Background: an optimization exercise with open tools, aiming at small area, a short achievable clock period and few clock cycles. Do not read the settings as production practice.
For this run, only the layout was checked, not whether the RTL still works.
Power and IR drop assume default switching activity.

<file path="design/flow/run.sh">
#!/bin/bash
# synth_recipe.tcl (not shown) runs the flow's synth.tcl, then flattens the netlist and writes it again
# the make line also repeats each setting of config.mk as NAME=value (left out here)
make -C /OpenROAD-flow-scripts/flow DESIGN_CONFIG=/design/flow/config.mk WORK_HOME=/design/flow/orfs CLKGATE_MAP_FILE= SYNTH_SCRIPT=/design/flow/synth_recipe.tcl finish
</file>
<file path="design/flow/config.mk">
export PLATFORM = sky130hd
export DESIGN_NAME = frame_codec
export DESIGN_NICKNAME = frame_codec
export VERILOG_FILES = /design/flow/design.v
export SDC_FILE = /design/flow/constraint.sdc
export NUM_CORES = 4
export LEC_CHECK = 0
export CAP_MARGIN = 20
export CORE_MARGIN = 2
export CORE_UTILIZATION = 30
export SLEW_MARGIN = 20
</file>
<file path="design/flow/constraint.sdc">
create_clock -name core_clock -period 10.0 [get_ports {clk}]
set_input_delay 2.0000 -clock core_clock [delete_from_list [all_inputs] [get_ports {clk}]]
set_output_delay 2.0000 -clock core_clock [all_outputs]
set_load 0.01 [all_outputs]
</file>
<file path="design/flow/design.v">
module frame_codec (
    input  wire        clk,
    input  wire        rst,       
    input  wire        req,
    input  wire        we,
    input  wire [1:0]  size,
    input  wire [13:0] addr,
    input  wire [31:0] wdata,
    output wire        ready,
    output wire        err,
    output reg  [31:0] rdata
);
    localparam MAX_PAYLOAD = 32;
    localparam MAX_FRAME   = MAX_PAYLOAD + 3;
    localparam R_OK            = 3'd1;
    localparam R_VALID         = 3'd2;
    localparam R_INVALID_SHORT = 3'd3;
    localparam R_INVALID_CRC   = 3'd4;
    localparam R_INVALID_LONG  = 3'd5;
    localparam R_ERR_OVERSIZE  = 3'd6;
    localparam R_ERR_CMD       = 3'd7;
    localparam C_OTHER = 2'd0;
    localparam C_ENC   = 2'd1;
    localparam C_DEC   = 2'd2;
    function [15:0] crc16_add;
        input [7:0]  b;
        input [15:0] acc;
        integer k;
        reg [15:0] a;
        begin
            a = acc ^ {8'h00, b};
            for (k = 0; k < 8; k = k + 1)
                a = a[0] ? ((a >> 1) ^ 16'h8408) : (a >> 1);
            crc16_add = a;
        end
    endfunction
    function [15:0] crc16_unshift16;
        input [15:0] r;
        integer k;
        reg [15:0] a;
        begin
            a = r;
            for (k = 0; k < 16; k = k + 1)
                a = a[15] ? (((a ^ 16'h8408) << 1) | 16'h0001) : (a << 1);
            crc16_unshift16 = a;
        end
    endfunction
    reg [15:0] crc;
    reg [2:0]  result;
    reg        rx_valid;
    reg        tx_valid;
    reg [7:0]  ifid;
    reg [15:0] plen;
    reg [15:0] flen;
    reg [5:0]  txlen;      
    reg [7:0]  rx_ifid;
    reg [5:0]  rx_plen;    
    reg [15:0] rx_crc;
    reg [7:0]  pbuf  [0:MAX_PAYLOAD-1];
    reg [7:0]  txbuf [0:MAX_FRAME-1];
    reg [7:0]  rxbuf [0:MAX_FRAME-1];
    reg [5:0]  pm;         
    reg [15:0] pcrc;
    reg [5:0]  rm;         
    reg [15:0] rcrc;
    reg [7:0]  rb0;        
    reg [7:0]  rb1;        
    reg        busy_enc;
    reg        busy_dec;
    reg [1:0]  lastcmd;
    reg [13:0] pa;
    wire       busy = busy_enc | busy_dec;
    wire        is_b   = (size == 2'd0);
    wire        is_w   = (size == 2'd2);
    wire        reg_ok = is_w && (addr[1:0] == 2'b00) && (addr <= 14'h02C);
    wire        pb_ok  = is_b && (addr[13:12] == 2'd1) && (addr[11:5] == 7'd0);
    wire        tx_ok  = is_b && (addr[13:12] == 2'd2) && (addr[11:6] == 6'd0) && (addr[5:0] < MAX_FRAME);
    wire        rx_ok  = is_b && (addr[13:12] == 2'd3) && (addr[11:6] == 6'd0) && (addr[5:0] < MAX_FRAME);
    wire        acc_ok = reg_ok | pb_ok | tx_ok | rx_ok;
    wire [3:0]  regno  = addr[5:2];
    wire        hit    = (addr == pa);
    assign ready = req && !busy && (we || hit);
    assign err   = !acc_ok;
    wire        bus_wr = req && !busy && we && acc_ok;
    wire        bus_rd = req && !busy && !we;
    wire        cmd_wr = bus_wr && reg_ok && (regno == 4'd0);
    wire        cmd_clear  = (wdata == 32'h0000_0001);
    wire        cmd_byte   = (wdata[31:16] == 16'h0) && (wdata[7:0] == 8'h02);
    wire        cmd_encode = (wdata == 32'h0000_0003);
    wire        cmd_decode = (wdata == 32'h0000_0004);
    wire        pb_wr  = bus_wr && pb_ok;
    wire        rx_wr  = bus_wr && rx_ok;
    wire [5:0]  n         = plen[5:0];
    wire        enc_over  = (plen[15:6] != 10'd0) || (n > MAX_PAYLOAD);
    wire        enc_ready = (n == 6'd0) || (pm == n);
    wire        dec_short = (flen < 16'd3);
    wire        dec_long  = (flen > MAX_FRAME);
    wire [5:0]  L         = flen[5:0];
    wire        dec_ready = (rm == L);
    wire        enc_cmd   = cmd_wr && cmd_encode && !enc_over;
    wire        dec_cmd   = cmd_wr && cmd_decode && !dec_short && !dec_long;
    wire        fin_enc   = (enc_cmd || busy_enc) && enc_ready;
    wire        fin_dec   = (dec_cmd || busy_dec) && dec_ready;
    wire [15:0] enc_c     = (n == 6'd0) ? 16'h0 : pcrc;
    wire [15:0] rx_field  = {rb0, rb1};
    wire [15:0] dec_c     = crc16_unshift16(rcrc) ^ rx_field;
    wire        dec_match = (rcrc == 16'h0);
    wire [7:0]  tx_odd    = n[0] ? enc_c[15:8] : enc_c[7:0];
    wire [7:0]  tx_even   = n[0] ? enc_c[7:0]  : enc_c[15:8];
    wire [4:0]  pb_idx = busy_enc ? pm[4:0] : pa[4:0];
    wire [5:0]  rx_idx = busy_dec ? rm : pa[5:0];
    reg  [7:0]  pb_rd, tx_rd, rx_rd;
    integer i;
    always @(*) begin
        pb_rd = pbuf[pb_idx];
        tx_rd = 8'h0;
        rx_rd = 8'h0;
        for (i = 0; i < MAX_FRAME; i = i + 1) begin
            if (pa[5:0] == i) tx_rd = txbuf[i];
            if (rx_idx == i)  rx_rd = rxbuf[i];
        end
    end
    always @(*) begin
        rdata = 32'h0;
        case (pa[13:12])
        2'd0:
            case (pa[5:2])
            4'd1:  rdata = {26'h0, tx_valid, rx_valid, 1'b0, result};
            4'd2:  rdata = {16'h0, crc};
            4'd3:  rdata = {24'h0, ifid};
            4'd4:  rdata = {16'h0, plen};
            4'd5:  rdata = {16'h0, flen};
            4'd6:  rdata = {26'h0, txlen};
            4'd7:  rdata = {24'h0, rx_ifid};
            4'd8:  rdata = {26'h0, rx_plen};
            4'd9:  rdata = {16'h0, rx_crc};
            4'd10: rdata = 32'h0002_0000 | MAX_PAYLOAD;
            4'd11: rdata = 32'h0000_1021;
            default: rdata = 32'h0;
            endcase
        2'd1: rdata = {24'h0, pb_rd};
        2'd2: rdata = {24'h0, tx_rd};
        default: rdata = {24'h0, rx_rd};
        endcase
    end
    reg [13:0] pa_next;
    always @(*) begin
        pa_next = {pa[13:6], pa[5:0] + 6'd1};
        if (pa[13:12] == 2'd0) begin
            case (pa[5:2])
            4'd1: pa_next = (lastcmd == C_ENC) ? 14'h0018 :
                            (lastcmd == C_DEC) ? 14'h001C : 14'h0008;
            4'd2: pa_next = (lastcmd == C_ENC) ? 14'h2000 :
                            (lastcmd == C_DEC) ? 14'h3001 : 14'h0004;
            4'd6: pa_next = 14'h0008;
            4'd9: pa_next = 14'h0008;
            default: pa_next = {8'h0, pa[5:2] + 4'd1, 2'b00};
            endcase
        end
    end
    wire [4:0]  pk      = busy_enc ? pm[4:0] : addr[4:0];
    wire [7:0]  pb_byte = busy_enc ? pb_rd   : wdata[7:0];
    wire        p_ext   = busy_enc ? (pm < n) : (pb_wr && ((pk == 5'd0) || ({1'b0, pk} == pm)));
    wire        p_clr   = busy_enc ? (pm > n) : (pb_wr && ({1'b0, pk} < pm));
    wire [15:0] p_fold  = crc16_add(pb_byte, (pk == 5'd0) ? 16'h0 : pcrc);
    wire [5:0]  rk      = busy_dec ? rm    : addr[5:0];
    wire [7:0]  rx_byte = busy_dec ? rx_rd : wdata[7:0];
    wire        r_ext   = busy_dec ? (rm < L) : (rx_wr && ((rk == 6'd1) || (rk == rm)));
    wire        r_clr   = busy_dec ? (rm > L) : (rx_wr && (rk > 6'd1) && (rk < rm));
    wire [15:0] r_fold  = crc16_add(rx_byte, (rk == 6'd1) ? 16'h0 : rcrc);
    wire [7:0]  wd_b   = rst ? 8'h0 : wdata[7:0];
    wire [7:0]  tx_o   = rst ? 8'h0 : tx_odd;
    wire [7:0]  tx_e   = rst ? 8'h0 : tx_even;
    wire [7:0]  ifid_r = rst ? 8'h0 : ifid;
    genvar g;
    generate
        for (g = 0; g < MAX_PAYLOAD; g = g + 1) begin : g_pbuf
            always @(posedge clk)
                if (rst || (pb_wr && addr[4:0] == g))  pbuf[g] <= wd_b;
        end
        for (g = 0; g < MAX_FRAME; g = g + 1) begin : g_rxbuf
            always @(posedge clk)
                if (rst || (rx_wr && addr[5:0] == g))  rxbuf[g] <= wd_b;
        end
        always @(posedge clk)
            if (rst || fin_enc) txbuf[0] <= ifid_r;
        for (g = 1; g < MAX_FRAME; g = g + 1) begin : g_txbuf
            if (g <= MAX_PAYLOAD) begin : g_pay
                always @(posedge clk)
                    if (rst || (fin_enc && g <= n + 2))
                        txbuf[g] <= (!rst && g <= n) ? pbuf[g-1] : (g % 2) ? tx_o : tx_e;
            end else begin : g_tail
                always @(posedge clk)
                    if (rst || (fin_enc && g <= n + 2))
                        txbuf[g] <= (g % 2) ? tx_o : tx_e;
            end
        end
    endgenerate
    always @(posedge clk) begin
        if (rst) begin
            crc      <= 16'h0;
            result   <= 3'd0;
            rx_valid <= 1'b0;
            tx_valid <= 1'b0;
            ifid     <= 8'h0;
            plen     <= 16'h0;
            flen     <= 16'h0;
            txlen    <= 6'h0;
            rx_ifid  <= 8'h0;
            rx_plen  <= 6'h0;
            rx_crc   <= 16'h0;
            pm       <= 6'd0;
            pcrc     <= 16'h0;
            rm       <= 6'd1;
            rcrc     <= 16'h0;
            rb0      <= 8'h0;
            rb1      <= 8'h0;
            busy_enc <= 1'b0;
            busy_dec <= 1'b0;
            lastcmd  <= C_OTHER;
            pa       <= 14'h0;
        end else begin
            if (bus_rd)
                pa <= hit ? pa_next : addr;
            else if (cmd_wr)
                pa <= 14'h0004;
            if (p_ext) begin
                pcrc <= p_fold;
                pm   <= {1'b0, pk} + 6'd1;
            end else if (p_clr) begin
                pm   <= 6'd0;
            end
            if (r_ext) begin
                rcrc <= r_fold;
                rm   <= rk + 6'd1;
                rb0  <= rx_byte;
                rb1  <= rb0;
            end else if (r_clr) begin
                rm   <= 6'd1;
            end
            if (bus_wr && reg_ok) begin
                case (regno)
                4'd0: begin
                    lastcmd <= cmd_encode ? C_ENC : cmd_decode ? C_DEC : C_OTHER;
                    if (cmd_clear) begin
                        crc    <= 16'h0;
                        result <= R_OK;
                    end else if (cmd_byte) begin
                        crc    <= crc16_add(wdata[15:8], crc);
                        result <= R_OK;
                    end else if (cmd_encode) begin
                        if (enc_over) begin
                            txlen    <= 6'h0;
                            tx_valid <= 1'b0;
                            result   <= R_ERR_OVERSIZE;
                        end else if (!enc_ready) begin
                            busy_enc <= 1'b1;
                        end
                    end else if (cmd_decode) begin
                        if (dec_short || dec_long) begin
                            rx_ifid  <= 8'h0;
                            rx_plen  <= 6'h0;
                            rx_valid <= 1'b0;
                            result   <= dec_short ? R_INVALID_SHORT : R_INVALID_LONG;
                        end else if (!dec_ready) begin
                            busy_dec <= 1'b1;
                        end
                    end else begin
                        result <= R_ERR_CMD;
                    end
                end
                4'd3: ifid <= wdata[7:0];
                4'd4: plen <= wdata[15:0];
                4'd5: flen <= wdata[15:0];
                default: ;
                endcase
            end
            if (fin_enc) begin
                busy_enc <= 1'b0;
                txlen    <= n + 6'd3;
                crc      <= enc_c;
                tx_valid <= 1'b1;
                result   <= R_OK;
            end
            if (fin_dec) begin
                busy_dec <= 1'b0;
                crc      <= dec_c;
                rx_crc   <= rx_field;
                if (dec_match) begin
                    rx_ifid  <= rxbuf[0];
                    rx_plen  <= L - 6'd3;
                    rx_valid <= 1'b1;
                    result   <= R_VALID;
                end else begin
                    rx_ifid  <= 8'h0;
                    rx_plen  <= 6'h0;
                    rx_valid <= 1'b0;
                    result   <= R_INVALID_CRC;
                end
            end
        end
    end
endmodule
</file>
==> qor.yml <==
run_status:
  outcome: "timing/DRC/antenna clean"
placed_design:
  io_buffers: 70
  final_replace_weighted_congestion: 1.08
  dpl_cell_area_um2: 54900
  detailedPlacementHpwl_um: 192000
pwr:
  power-per-cell-area_nw_per_um2: 174
  cell_leakage_power_nw: 19.6
  vdd_ir_drop_max_mv: 0.142
synth:
  synth_area_leaders: "sky130_fd_sc_hd__edfxtp_1 (48%), sky130_fd_sc_hd__dfxtp_1 (6.8%), sky130_fd_sc_hd__nand2_1 (5.3%)"
  synth.top_cells.by_count: "sky130_fd_sc_hd__edfxtp_1 (816), sky130_fd_sc_hd__nand2_1 (725), sky130_fd_sc_hd__o21ai_0 (466)"
  post_synth.cell_area_avg_um2: 10.1
  top_cell_type_by_total_area_after_synthesis: "sky130_fd_sc_hd__edfxtp_1"
  main_flop_type_after_synthesis: "sky130_fd_sc_hd__edfxtp_1"
  netlist_instances: 5089
  yosys.area.top_type_share_pct: 47.6
  synthDistinctLibCells: 103
  asyncSetResetFlopFracSynth_pct: 0
  postSynthRegisterBits: 991
  ys.warnings.count: 4
  syn_area_um2: 51500
  synth_enable_flop_cells: 816
  yosysSeqAreaShare_pct: 54.4
  synthMostInstantiatedCell: "sky130_fd_sc_hd__edfxtp_1"
final_layout:
  utilization_pct: 34.6
  nNetsFinal: 5166
  area_delta_synth_final_pct: 14.2
  reg.largest.list: "rxbuf: 280 flops, txbuf: 280 flops, pbuf: 256 flops"
  final_cell_area_um2: 58800
  n_fill_cell: 17000
  drive_above_1_share_pct: 10.0
worst_setup_path:
  cp_cell_sequence: "ha_1, nor3b_2, buf_4, nand2_1, o21ai_0, a21oi_1, nor2_1, a311oi_1, o41ai_1, a31oi_1, o21a_1, o32ai_1, clkdlybuf4s50_1"
  worst-endpoint-arrival_ns: 6.83
  timing.critical_path.slowest_cell_delay_ns: 1.12
  worstSetupEndpointType: "output pin"
  critical_path.slowest_cell: "sky130_fd_sc_hd__dfxtp_1"
  path_delay_family: "compound AO/OA/AOI/OAI gates"
  timing.critical_path.buf_inv: 2
  critical_path_required_ns: 8.00
  critPathMaxFanout: 21
  setup.worst_path.class: "reg2out"
  setup.worst_path.start_class: "flip-flop"
route:
  via_per_inst: 6.40
  routed_wl_um: 262000
  routedWlPerCell_um: 35.5
  detail_route.drc_violations: 0
  detail_route.iter0.violations: 9210
  antenna_left: 0
  firstDrtPassIters: 19
  via_count: 47200
clock_tree:
  worst_skew_pair.late_latency_ns: 0.82
  cts_root_buffer: "sky130_fd_sc_hd__clkbuf_16"
  cts_resized: 0
  cts_post_setup_buffers_inserted: 0
  cts_sinks: 991
  tritoncts: "done"
  clock_tree.htree_level_count: 3
  clkSlewWorstSetupHoldPaths_ns: 0.07
  holdBufCountCts: 0
  tritoncts.num_buffers: 109
  clk_path_buf_depth: 3
global_route:
  grt_max_degree: 141
  gr_usage_total_pct: 28.8
  grt_first_pass_wirelength_um: 355000
  grt_pass1_vias: 42400
  grt_overflow: 0
  antenna_found_initial: 11
die:
  io_pins: 86
  placeableCoreArea_um2: 170000
  floorplan.die.width_um: 418
  initial_utilization_pct: 30.3
  overall_die_area_um2: 175000
  die_h_um: 418
  num_rows: 151
timing:
  fin_worst_skew_ns: 0.0993
  setup_violation_total_in_the_final_timing_report: 0
  report.final.hold_viol_count: 0
  slew_violations: 0
  max_slew.worst_pin.slew_ns: 1.23
  final.min_clock_period_ns: 8.83
  holdWs_ns: 0.459
  unrepaired_setup_endpoints_after_global_routing: "no"
  timing.fmax_mhz: 113
  max_slew_headroom_at_the_worst_pin_pct: 18.0
  final.period_utilization_pct: 88.3
  final_setup_tns_ns: 0
hold_path:
  type_of_the_tightest_min_delay_check: "reg2reg"
flow_run:
  total_of_max_cap_violations: 0
[cell usage in the layout, fill, tap and decap left out, types with 25 or more instances in the layout]
| cell type | n |
|---|---|
| sky130_fd_sc_hd__mux2i_1 | 54 |
| sky130_fd_sc_hd__a22oi_1 | 135 |
| sky130_fd_sc_hd__nand4_1 | 29 |
| sky130_fd_sc_hd__inv_1 | 86 |
| sky130_fd_sc_hd__o22ai_1 | 69 |
| sky130_fd_sc_hd__a22o_1 | 32 |
| sky130_fd_sc_hd__nand3_1 | 196 |
| sky130_fd_sc_hd__o31ai_1 | 47 |
| sky130_fd_sc_hd__ha_1 | 44 |
| sky130_fd_sc_hd__edfxtp_1 | 816 |
| sky130_fd_sc_hd__o221ai_1 | 38 |
| sky130_fd_sc_hd__a21oi_1 | 317 |
| sky130_fd_sc_hd__a211oi_1 | 87 |
| sky130_fd_sc_hd__clkdlybuf4s50_1 | 68 |
| sky130_fd_sc_hd__clkbuf_16 | 113 |
| sky130_fd_sc_hd__xor2_1 | 53 |
| sky130_fd_sc_hd__o21a_1 | 26 |
| sky130_fd_sc_hd__buf_4 | 186 |
| sky130_fd_sc_hd__nor3_1 | 71 |
| sky130_fd_sc_hd__o21ai_0 | 454 |
| sky130_fd_sc_hd__xnor2_1 | 100 |
| sky130_fd_sc_hd__dfxtp_1 | 167 |
| sky130_fd_sc_hd__o211ai_1 | 56 |
| sky130_fd_sc_hd__and2_1 | 25 |
| sky130_fd_sc_hd__a31oi_1 | 47 |
| sky130_fd_sc_hd__a221oi_1 | 65 |
| sky130_fd_sc_hd__nor2b_1 | 30 |
| sky130_fd_sc_hd__nor2_1 | 329 |
| sky130_fd_sc_hd__mux2_2 | 34 |
| sky130_fd_sc_hd__nand2_1 | 725 |
| sky130_fd_sc_hd__and3_1 | 30 |
[tightest hold or removal path: cells and delay by family, from the launching register on]
family	cells	cell delay, ns
flip-flops	1	0.31
AO/OA/AOI/OAI	1	0.05
AND/OR/NAND/NOR	1	0.05
[final timing paths]
kind / from / end / slack [ns] / depth (start not counted)
min: rx_crc[11]$_SDFFE_PP0P_ / rx_crc[11]$_SDFFE_PP0P_ / 0.46 / 2
max reg2reg: plen[4]$_SDFFE_PP0P_ / txbuf[19][5]$_DFFE_PP_ / 3.81 / 9
max: pa[3]$_SDFFE_PP0P_ / rdata[4] / 1.17 / 13
min reg2reg: rx_crc[11]$_SDFFE_PP0P_ / rx_crc[11]$_SDFFE_PP0P_ / 0.46 / 2
[routing by layer]
layer | track usage, % | up-vias | part of all wire [%]
li1 | - | 19200 | -
met1 | 39.6 | 23400 | 39
met2 | 41.6 | 3895 | 41
met3 | 7.81 | 722 | 14
met4 | 14.3 | 6 | 6.1
met5 | 0 | - | 0.016
[power by group]
part	total, mW	switching (mW)	internal, mW	leakage, nW
clock network	4.33	1.87	2.46	1.86
registers	4.95	0.242	4.71	9.38
logic	0.932	0.680	0.252	8.35
total	10.2	2.79	7.42	19.6
[metrics by stage]
stage	power, mW	worst slack, ns	instances
after floorplan	5.33	4.42	5103
after global placement	5.89	2.33	7173
after detailed placement	5.89	2.22	7174
after CTS	10.2	1.35	7376
after global routing	10.4	1.28	7377
final	10.2	1.17	7383
[cell type report]
cell class              instances  area (µm²)  share of cell area, %
diodes                          7        17.5                 0.0298
clock buffers                 129        2910                   4.95
clock inverters                73         895                   1.52
inverters                     100         383                  0.651
multi-input cells            3607       21700                   36.8
flip-flops and latches        991       28000                   47.7
well taps                    2218        2780                   4.72
repair buffers                258        2120                   3.61
[logic make-up (layout without fill, tap and decap cells)]
family	count (synthesis)	count (layout)	share of synthesized area [%]
simple gates	1625	1625	14.3
xor+xnor	157	157	2.76
compound gates	1670	1670	21.3
buf+inv	505	560	4.11
flops	991	991	54.4
fa+ha+maj	47	47	1.14
other cells	1	22	0.00729
mux	93	93	1.95

## port drivers added, routing unchanged
The flow's constraints put no driver on any port. The routed layout listed below was extracted and timed again, unchanged, in two steps. Step 1 sets driving cells, clkbuf_16 on the clock port and buf_2 on the other inputs (assumed; they add their load-dependent delay and slew). Step 2 times the ports against the registers' clock, not the clock port: input delays grow and output delays shrink by t, the midpoint of the rising clock arrivals with the driver on. Slacks: ideal ports / drivers / drivers and shift; pairs: ideal ports / drivers.
t (ns): 0.841
slack for setup (ns): 1.173 / 1.098 / 1.939
clock arrival spread, ns: 0.099 / 0.100
worst register clock-pin slew, ns: 0.08 / 0.08
pins driven straight from the clock port: 1
After both steps this run still meets setup and hold. The setup slack of this run moves by -0.075 ns with the drivers and by +0.766 ns with both steps.
